This design comes from an exercise in tuning for small area, a short achievable clock period and few clock cycles per item on the open sky130 flow, not from production work.
At most, simulation tests tie the RTL to the original design; equivalence was not proved.
Power is estimated from default activity; no workload was simulated.

== job 8187 ==
==> flow/design.v <==
module sha1_core (
    input  wire         clk,
    input  wire         rst,       
    input  wire         start,     
    output wire         ready,
    input  wire [511:0] chunk,     
    input  wire [159:0] h_in,      
    output reg          done,      
    output wire [159:0] h_out      
);
    localparam [31:0] K0 = 32'h5A827999;
    localparam [31:0] K1 = 32'h6ED9EBA1;
    localparam [31:0] K2 = 32'h8F1BBCDC;
    localparam [31:0] K3 = 32'hCA62C1D6;
    reg         busy;
    reg         rdy;                
    reg         sh, ld;             
    reg [6:0]   cnt;                
    reg [31:0]  w [0:15];           
    reg [31:0]  a, b, c;            
    reg [31:0]  p;                  
    reg [31:0]  q;                  
    reg [31:0]  r [0:4];            
    reg         prep;               
    reg         is_ch, is_maj;      
    reg [31:0]  k;                  
    reg         fin_rot, fin_b, fin_w;
    wire load = start && !busy && !rst;
    assign ready = rdy;
    wire [31:0] fb = a;
    wire [31:0] fc = {b[1:0], b[31:2]};
    wire [31:0] fd = c;
    wire [31:0] f_ch  = (fb & fc) | (~fb & fd);
    wire [31:0] f_par = fb ^ fc ^ fd;
    wire [31:0] f_maj = (fb & fc) | (fb & fd) | (fc & fd);
    wire [31:0] f = is_ch ? f_ch : is_maj ? f_maj : f_par;
    wire [31:0] q_next = c + k + w[0];
    wire [31:0] p_next = f + q;
    wire [31:0] t_new  = {a[26:0], a[31:27]} + p;
    wire [31:0] w_mix  = w[13] ^ w[8] ^ w[2] ^ w[0];
    wire [31:0] w_next = {w_mix[30:0], w_mix[31]};
    wire [31:0] fin_op = ({32{fin_rot}} & {a[1:0], a[31:2]}) |
                         ({32{fin_b}}   & a) |
                         ({32{fin_w}}   & w[12]);
    wire [31:0] fin_sum = r[0] + fin_op;
    assign h_out = {a, r[4], r[3], r[2], r[1]};
    reg [31:0] w_sh [0:15];
    reg [31:0] r_sh [0:4];
    reg [31:0] h_ring [0:4];
    integer j;
    always @(*) begin
        for (j = 0; j < 15; j = j + 1)
            w_sh[j] = w[j+1];
        w_sh[15] = w_next;
        if (fin_w)
            w_sh[11] = fin_sum;                          
        for (j = 0; j < 4; j = j + 1)
            r_sh[j] = r[j+1];
        r_sh[4] = fin_sum;
        h_ring[0] = h_in[95:64];                         
        h_ring[1] = h_in[127:96];                        
        h_ring[2] = h_in[159:128];                       
        h_ring[3] = h_in[31:0];                          
        h_ring[4] = h_in[63:32];                         
    end
    wire [6:0] cnt_n = busy ? cnt + 7'd1 : 7'd0;
    integer i;
    always @(posedge clk) begin
        if (rst) begin
            busy <= 1'b0;
            rdy  <= 1'b1;
            done <= 1'b0;
        end else begin
            done <= 1'b0;
            if (load) begin
                busy <= 1'b1;
                rdy  <= 1'b0;
            end else if (busy && cnt == 7'd81) begin
                busy <= 1'b0;
                rdy  <= 1'b1;
                done <= 1'b1;
            end
        end
        sh <= !rst && (load || (busy && !fin_b));
        ld <= rst || (!load && (!busy || fin_b));
        cnt     <= cnt_n;
        prep    <= (cnt_n <= 7'd1);
        is_ch   <= (cnt_n <= 7'd20);
        is_maj  <= (cnt_n >= 7'd41) && (cnt_n <= 7'd60);
        k       <= (cnt_n < 7'd20) ? K0 : (cnt_n < 7'd40) ? K1 :
                   (cnt_n < 7'd60) ? K2 : K3;
        fin_rot <= (cnt_n >= 7'd78) && (cnt_n <= 7'd80);
        fin_b   <= (cnt_n == 7'd81);
        fin_w   <= (cnt_n == 7'd67);
        q <= q_next;
        p <= p_next;
        a <= ({32{ld}} & {h_in[93:64], h_in[95:94]}) |      
             ({32{sh}} & (prep ? r[1] : t_new));         
        b <= ({32{ld}} & {h_in[61:32], h_in[63:62]}) |      
             ({32{sh}} & a);
        c <= ({32{ld}} & h_in[31:0]) |                      
             ({32{sh}} & {b[1:0], b[31:2]});
        for (i = 0; i < 16; i = i + 1)
            w[i] <= ({32{ld}} & chunk[511 - 32*i -: 32]) | ({32{sh}} & w_sh[i]);
        for (i = 0; i < 5; i = i + 1)
            r[i] <= ({32{ld}} & h_ring[i]) | ({32{sh}} & r_sh[i]);
    end
endmodule
clock: 10.0 ns
lec_check: 0
cap_margin: 20
core_margin: 2
core_utilization: 40
slew_margin: 20
standard.sh (not shown) runs the stock make flow with config.mk's settings and CLKGATE_MAP_FILE= SYNTH_SCRIPT=/design/flow/synth_recipe.tcl, a recipe that flattens the netlist after the stock synthesis.
==> flow/flow/run.sh <==
#!/bin/bash
# Standard ORFS layout with two changes: the port buffers use the smallest
# buffer cell, and timing repair aims for a tighter setup slack than the
# clock period alone asks for.
export BUFFER_PORTS_ARGS="-buffer_cell sky130_fd_sc_hd__buf_1"
export SETUP_SLACK_MARGIN=6.5
bash standard.sh > standard.log 2>&1
Testbench counts of job 8187, summed over its fixed seeds: cycles 63,752, items 768.
Relative to job 8187, the following input files were edited for job 6839:
--- a/flow/design.v
+++ b/flow/design.v
@@ -15,5 +15,4 @@
     reg         busy;
     reg         rdy;                
-    reg         sh, ld;             
     reg [6:0]   cnt;                
     reg [31:0]  w [0:15];           
@@ -45,23 +44,4 @@
     wire [31:0] fin_sum = r[0] + fin_op;
     assign h_out = {a, r[4], r[3], r[2], r[1]};
-    reg [31:0] w_sh [0:15];
-    reg [31:0] r_sh [0:4];
-    reg [31:0] h_ring [0:4];
-    integer j;
-    always @(*) begin
-        for (j = 0; j < 15; j = j + 1)
-            w_sh[j] = w[j+1];
-        w_sh[15] = w_next;
-        if (fin_w)
-            w_sh[11] = fin_sum;                          
-        for (j = 0; j < 4; j = j + 1)
-            r_sh[j] = r[j+1];
-        r_sh[4] = fin_sum;
-        h_ring[0] = h_in[95:64];                         
-        h_ring[1] = h_in[127:96];                        
-        h_ring[2] = h_in[159:128];                       
-        h_ring[3] = h_in[31:0];                          
-        h_ring[4] = h_in[63:32];                         
-    end
     wire [6:0] cnt_n = busy ? cnt + 7'd1 : 7'd0;
     integer i;
@@ -82,6 +62,4 @@
             end
         end
-        sh <= !rst && (load || (busy && !fin_b));
-        ld <= rst || (!load && (!busy || fin_b));
         cnt     <= cnt_n;
         prep    <= (cnt_n <= 7'd1);
@@ -95,14 +73,28 @@
         q <= q_next;
         p <= p_next;
-        a <= ({32{ld}} & {h_in[93:64], h_in[95:94]}) |      
-             ({32{sh}} & (prep ? r[1] : t_new));         
-        b <= ({32{ld}} & {h_in[61:32], h_in[63:62]}) |      
-             ({32{sh}} & a);
-        c <= ({32{ld}} & h_in[31:0]) |                      
-             ({32{sh}} & {b[1:0], b[31:2]});
-        for (i = 0; i < 16; i = i + 1)
-            w[i] <= ({32{ld}} & chunk[511 - 32*i -: 32]) | ({32{sh}} & w_sh[i]);
-        for (i = 0; i < 5; i = i + 1)
-            r[i] <= ({32{ld}} & h_ring[i]) | ({32{sh}} & r_sh[i]);
+        if (!busy) begin
+            a <= {h_in[93:64], h_in[95:94]};           
+            b <= {h_in[61:32], h_in[63:62]};           
+            c <= h_in[31:0];                           
+            for (i = 0; i < 16; i = i + 1)
+                w[i] <= chunk[511 - 32*i -: 32];
+            r[0] <= h_in[95:64];                       
+            r[1] <= h_in[127:96];                      
+            r[2] <= h_in[159:128];                     
+            r[3] <= h_in[31:0];                        
+            r[4] <= h_in[63:32];                       
+        end else begin
+            a <= prep ? r[1] : t_new;                  
+            b <= a;
+            c <= {b[1:0], b[31:2]};
+            for (i = 0; i < 15; i = i + 1)
+                w[i] <= w[i+1];
+            w[15] <= w_next;
+            if (fin_w)
+                w[11] <= fin_sum;                      
+            for (i = 0; i < 4; i = i + 1)
+                r[i] <= r[i+1];
+            r[4] <= fin_sum;
+        end
     end
 endmodule
## What came out
Non-clock buffer share of cell area in job 6839 is 0.55 points lower than in job 8187. From job 8187 to job 6839 the numbers moved as follows: weighted congestion at the end of routability-driven global placement shrank by about 3.7%; clock skew grew by 0.025 ns; power grew by 0.55%. Job 6839 reports a higher biggest fanout along the worst timing path than job 8187 does. Compared with job 8187, in job 6839 mapped cell area saw an increase, setup slack rose by 0.11 ns, sequential share of cell area decreased by 1.6 points relative to the old numbers, footprint of the multi-input gates went up, part of the cycle the worst path needs shrank by 1.1 points.
No functional check of the RTL was part of job 6839.

## separate check: timing with driven ports
The results above use ideal ports. As a check the final layouts listed here were re-extracted and re-timed, cells and wires unchanged. Step 1 assumes that a clkbuf_16 drives the clock port and a buf_2 every other input. Step 2 adds t to the input delays and takes it off the output delays; t is the mean of the earliest and latest rising clock arrival at the registers after step 1. Input paths then give back, and output paths get back, about the clock's delay inside the block. Three values: no drivers, after step 1, after step 2; two values: the first two.
run | t, ns | setup WS [ns] | clock arrival spread, ns
job 8187 | 0.739 | 6.389 / 6.389 / 6.389 | 0.020 / 0.020
job 6839 | 0.744 | 6.502 / 6.502 / 6.502 | 0.043 / 0.043
After both steps every run listed still meets setup and hold.
